Background: an optimization exercise with open tools, aiming at small area, a short achievable clock period and few clock cycles. Do not read the settings as production practice.

==> flow/design.v (excerpt) <==
module ung5_rxdec (
    input  wire        clk,
    input  wire        rst,
    input  wire        start,
    input  wire [7:0]  start_addr,
    input  wire [15:0] start_total,
    input  wire        rx_valid,
    input  wire [7:0]  rx_data,
    output wire        rx_ready,
    input  wire        tick,
    input  wire        dec_start,
    input  wire [5:0]  buf_idx,
    output wire [7:0]  buf_data,
    output wire [1:0]  rx_state,
    output wire [2:0]  rx_reason,
    output wire [6:0]  rx_len,
    output wire [3:0]  err_code,
    output wire        dec_valid,
    output wire [1:0]  dec_kind,
    output wire [1:0]  dec_why,
    output wire [1:0]  dec_class,
    output wire [7:0]  dec_addr,
    output wire [7:0]  dec_ctrl,
    output wire [7:0]  dec_length,
    output wire [7:0]  dec_opc,
    output wire [15:0] dec_crc,
    output wire        dec_etx_ok,
    output wire        dec_stop_ok,
    output wire        dec_addr_ok
);
    wire [31:0] head, tail;
    wire [15:0] crc;
    wire        crc_ready, start_ok;
    wire        dec_we;
    wire [3:0]  dec_err;
    ung5_rx u_rx (
        .clk(clk), .rst(rst),
        .start(start), .start_addr(start_addr), .start_total(start_total),
        .rx_valid(rx_valid), .rx_data(rx_data), .tick(tick),
        .buf_idx(buf_idx), .buf_data(buf_data),
        .rx_state(rx_state), .rx_reason(rx_reason), .rx_len(rx_len),
        .rx_ready(rx_ready), .start_ok(start_ok),
        .head(head), .tail(tail), .crc(crc), .crc_ready(crc_ready),
        .dec_we(dec_we), .dec_err(dec_err), .err_code(err_code)
    );
    ung5_dec u_dec (
        .clk(clk), .rst(rst),
        .dec_start(dec_start), .clear(start_ok),
        .n_bytes(rx_len), .head(head), .tail(tail),
        .crc(crc), .crc_ready(crc_ready),
        .dec_valid(dec_valid), .dec_kind(dec_kind), .dec_why(dec_why),
        .dec_class(dec_class), .dec_addr(dec_addr), .dec_ctrl(dec_ctrl),
        .dec_length(dec_length), .dec_opc(dec_opc), .dec_crc(dec_crc),
        .dec_etx_ok(dec_etx_ok), .dec_stop_ok(dec_stop_ok),
        .dec_addr_ok(dec_addr_ok),
        .err_we(dec_we), .err_val(dec_err)
    );
endmodule
==> module ung5_rx, before the edit <==
module ung5_rx (
    input  wire        clk,
    input  wire        rst,
    input  wire        start,
    input  wire [7:0]  start_addr,
    input  wire [15:0] start_total,
    input  wire        rx_valid,
    input  wire [7:0]  rx_data,
    input  wire        tick,
    input  wire [5:0]  buf_idx,
    output wire [7:0]  buf_data,
    output reg  [1:0]  rx_state,
    output reg  [2:0]  rx_reason,
    output reg  [6:0]  rx_len,
    output wire        rx_ready,
    output wire        start_ok,
    output reg  [31:0] head,        
    output wire [31:0] tail,        
    output reg  [15:0] crc,         
    output wire        crc_ready,
    input  wire        dec_we,
    input  wire [3:0]  dec_err,
    output reg  [3:0]  err_code
);
    localparam ST_IDLE = 2'd0, ST_ACTIVE = 2'd1, ST_DONE = 2'd2;
    localparam R_NONE = 3'd0, R_TOTAL = 3'd1, R_SILENCE = 3'd2,
               R_STOP = 3'd3, R_NOISE = 3'd4, R_OVERFLOW = 3'd5;
    function [15:0] crc_step;
        input [15:0] c_in;
        input [7:0]  b;
        integer i;
        reg [15:0] c;
        begin
            c = c_in ^ {8'h00, b};
            for (i = 0; i < 8; i = i + 1)
                c = c[0] ? ((c >> 1) ^ 16'h8408) : (c >> 1);
            crc_step = c;
        end
    endfunction
    function [15:0] crc_unstep;
        input [15:0] c_in;
        input [7:0]  b;
        integer i;
        reg [15:0] c;
        begin
            c = c_in;
            for (i = 0; i < 8; i = i + 1)
                c = c[15] ? (((c ^ 16'h8408) << 1) | 16'h0001) : (c << 1);
            crc_unstep = c ^ {8'h00, b};
        end
    endfunction
    reg [511:0] sh;            
    reg [6:0]   phys;          
    reg [7:0]   rx_addr;
    reg [15:0]  t_left;        
    reg [5:0]   t_sil;         
    wire accept    = rx_valid && rx_ready;
    wire collapsed = (rx_reason == R_NOISE);
    assign rx_ready = (rx_state == ST_ACTIVE);
    assign start_ok = start && !rx_ready &&
                      (start_total != 16'd0) && (start_total != 16'hFFFF);
    wire [2:0] q_lo = phys[2:0] - 3'd1;
    wire [2:0] q_hi = phys[5:3] - {2'b00, (phys[2:0] == 3'd0)};
    reg  [23:0] lo_c, hi0_c, hi1_c;
    reg  [7:0]  bw_c;
    integer j;
    always @(*)
        for (j = 0; j < 8; j = j + 1) begin
            lo_c[3*j +: 3]  = q_lo - j[2:0];
            bw_c[j]         = (q_lo < j[2:0]);
            hi0_c[3*j +: 3] = q_hi - j[2:0];
            hi1_c[3*j +: 3] = q_hi - j[2:0] - 3'd1;
        end
    wire [2:0] lo = lo_c[3*buf_idx[2:0] +: 3];
    wire       bw = bw_c[buf_idx[2:0]];
    wire [2:0] hi = bw ? hi1_c[3*buf_idx[5:3] +: 3] : hi0_c[3*buf_idx[5:3] +: 3];
    reg  [63:0] grp;           
    integer g;
    always @(*)
        for (g = 0; g < 8; g = g + 1)
            grp[8*g +: 8] = sh[64*g + 8*lo +: 8];
    assign buf_data = grp[8*hi +: 8];
    assign tail = collapsed ? sh[72 +: 32] : sh[0 +: 32];
    assign crc_ready = !(collapsed && t_sil < 6'd8);
    wire [7:0] rw_byte = accept ? 8'hFA :
                         (t_sil == 6'd7) ? sh[79:72] :
                         (t_sil == 6'd3 || t_sil == 6'd6) ? 8'hFA :
                         (t_sil == 6'd1 || t_sil == 6'd4) ? 8'h81 : rx_addr;
    wire [15:0] crc_back = crc_unstep(crc, rw_byte);
    wire run_found = (rx_data == 8'h81) && (phys[6:3] != 4'd0) &&
                     (sh[7:0]   == rx_addr) && (sh[15:8]  == 8'hFA) &&
                     (sh[23:16] == 8'h81)   && (sh[31:24] == rx_addr) &&
                     (sh[39:32] == 8'hFA)   && (sh[47:40] == 8'h81) &&
                     (sh[55:48] == rx_addr) && (sh[63:56] == 8'hFA);
    wire [5:0] t_sil_n = t_sil + ((t_sil == 6'd63) ? 6'd0 : 6'd1);
    wire       last_fa = (sh[7:0] == 8'hFA);
    always @(posedge clk) begin
        if (accept)
            sh <= {sh[503:0], rx_data};
        if (accept && phys[6:2] == 5'd0)
            case (phys[1:0])
            2'd0: head[7:0]   <= rx_data;
            2'd1: head[15:8]  <= rx_data;
            2'd2: head[23:16] <= rx_data;
            default: head[31:24] <= rx_data;
            endcase
    end
    always @(posedge clk) begin
        if (rst) begin
            err_code  <= 4'd0;
            rx_state  <= ST_IDLE;
            rx_reason <= R_NONE;
            rx_len    <= 7'd0;
            phys      <= 7'd0;
        end else if (start) begin
            if (rx_state == ST_ACTIVE) begin
                err_code <= 4'd7;                      
            end else if (!start_ok) begin
                err_code <= 4'd10;                     
            end else begin
                err_code  <= 4'd0;
                rx_state  <= ST_ACTIVE;
                rx_reason <= R_NONE;
                rx_len    <= 7'd0;
                phys      <= 7'd0;
                rx_addr   <= start_addr;
                t_left    <= start_total;
                t_sil     <= 6'd0;
                crc       <= 16'h0000;
            end
        end else if (accept) begin
            err_code <= 4'd0;
            phys     <= phys + 7'd1;
            rx_len   <= phys + 7'd1;
            t_sil    <= 6'd0;
            if (phys != 7'd0)
                crc <= crc_step(crc, sh[7:0]);
            if (run_found) begin
                t_sil     <= 6'd1;
                crc       <= crc_back;
                rx_len    <= (phys == 7'd8) ? 7'd3 : phys - 7'd8;
                rx_state  <= ST_DONE;
                rx_reason <= R_NOISE;
            end else if (phys == 7'd63) begin
                rx_state  <= ST_DONE;
                rx_reason <= R_OVERFLOW;
                err_code  <= 4'd8;                     
            end
        end else if (tick && rx_ready) begin
            err_code <= 4'd0;
            t_sil    <= t_sil_n;
            t_left   <= t_left - 16'd1;
            if (t_left == 16'd0) begin
                rx_state  <= ST_DONE;
                rx_reason <= R_TOTAL;
            end else if (phys[6:3] != 4'd0 && last_fa && t_sil_n >= 6'd10) begin
                rx_state  <= ST_DONE;
                rx_reason <= R_STOP;
            end else if (phys != 7'd0 && t_sil_n >= 6'd50) begin
                rx_state  <= ST_DONE;
                rx_reason <= R_SILENCE;
            end
        end else begin
            if (dec_we)
                err_code <= dec_err;
            if (!crc_ready) begin
                t_sil <= t_sil + 6'd1;
                crc   <= crc_back;
            end
        end
    end
endmodule
make LEC_CHECK=0 CAP_MARGIN=20 CORE_MARGIN=2 CORE_UTILIZATION=30 CTS_BUF_LIST='sky130_fd_sc_hd__clkbuf_4 sky130_fd_sc_hd__clkbuf_8' PLACE_DENSITY=0.5 SETUP_SLACK_MARGIN=2.5 SLEW_MARGIN=20 finish   # period 7.5 ns
run.sh (not shown) runs the stock make flow with config.mk's settings and CLKGATE_MAP_FILE= SYNTH_SCRIPT=/design/flow/synth_recipe.tcl, a recipe that flattens the netlist after the stock synthesis.
==> next run, changes <==
--- a/flow/design.v
+++ b/flow/design.v
@@ -58,31 +58,35 @@
     wire collapsed = (rx_reason == R_NOISE);
     assign rx_ready = (rx_state == ST_ACTIVE);
     assign start_ok = start && !rx_ready &&
                       (start_total != 16'd0) && (start_total != 16'hFFFF);
     wire [2:0] q_lo = phys[2:0] - 3'd1;
     wire [2:0] q_hi = phys[5:3] - {2'b00, (phys[2:0] == 3'd0)};
-    reg  [23:0] lo_c, hi0_c, hi1_c;
-    reg  [7:0]  bw_c;
+    wire       bw   = (buf_idx[2:0] > q_lo);        
+    reg  [7:0] lo_oh, hi_oh;
     integer j;
     always @(*)
         for (j = 0; j < 8; j = j + 1) begin
-            lo_c[3*j +: 3]  = q_lo - j[2:0];
-            bw_c[j]         = (q_lo < j[2:0]);
-            hi0_c[3*j +: 3] = q_hi - j[2:0];
-            hi1_c[3*j +: 3] = q_hi - j[2:0] - 3'd1;
+            lo_oh[j] = (buf_idx[2:0] == q_lo - j[2:0]);
+            hi_oh[j] = bw ? (buf_idx[5:3] == q_hi - j[2:0] - 3'd1)
+                          : (buf_idx[5:3] == q_hi - j[2:0]);
         end
-    wire [2:0] lo = lo_c[3*buf_idx[2:0] +: 3];
-    wire       bw = bw_c[buf_idx[2:0]];
-    wire [2:0] hi = bw ? hi1_c[3*buf_idx[5:3] +: 3] : hi0_c[3*buf_idx[5:3] +: 3];
     reg  [63:0] grp;           
-    integer g;
-    always @(*)
+    reg  [7:0]  rd_byte;
+    integer g, k;
+    always @(*) begin
+        for (g = 0; g < 8; g = g + 1) begin
+            grp[8*g +: 8] = 8'h00;
+            for (k = 0; k < 8; k = k + 1)
+                grp[8*g +: 8] = grp[8*g +: 8] | ({8{lo_oh[k]}} & sh[64*g + 8*k +: 8]);
+        end
+        rd_byte = 8'h00;
         for (g = 0; g < 8; g = g + 1)
-            grp[8*g +: 8] = sh[64*g + 8*lo +: 8];
-    assign buf_data = grp[8*hi +: 8];
+            rd_byte = rd_byte | ({8{hi_oh[g]}} & grp[8*g +: 8]);
+    end
+    assign buf_data = rd_byte;
     assign tail = collapsed ? sh[72 +: 32] : sh[0 +: 32];
     assign crc_ready = !(collapsed && t_sil < 6'd8);
     wire [7:0] rw_byte = accept ? 8'hFA :
                          (t_sil == 6'd7) ? sh[79:72] :
                          (t_sil == 6'd3 || t_sil == 6'd6) ? 8'hFA :
                          (t_sil == 6'd1 || t_sil == 6'd4) ? 8'h81 : rx_addr;
=> The changed run ran to the end with no violations. Global-route usage increases by 3.7 points. Worst setup slack gets worse by 410 ps. Via count went up by 16%. Non-clock buffer count rises by 63. Wire length climbs by about 24%.
Function was not checked in any run of this note: the RTL went through the layout flow alone.

## static timing again, ports no longer ideal
The flow's constraints put no driver on any port. The routed layouts listed below were extracted and timed again, unchanged, in two steps.
Step 1 sets driving cells, clkbuf_16 on the clock port and buf_2 on the other inputs (assumed; they add their load-dependent delay and slew).
Step 2 times the ports against the registers' clock, not the clock port: input delays grow and output delays shrink by t, the midpoint of the rising clock arrivals with the driver on.
a / b / c = no drivers / after step 1 / after step 2; a / b = the first two.
run	t, ns	setup slack, ns	worst hold slack (ns)	latest minus earliest clock arrival (ns)	pins driven straight from the clock port
the first run	0.779	1.966 / 1.936 / 1.929	0.413 / 0.413 / 0.413	0.046 / 0.046	1
the second run	0.772	1.552 / 1.493 / 1.898	0.431 / 0.431 / 0.431	0.059 / 0.059	1
After both steps setup and hold are still met in every run listed. The setup slack of the first run, which loses most, moves by -0.030 ns with the drivers and by -0.037 ns with both steps.
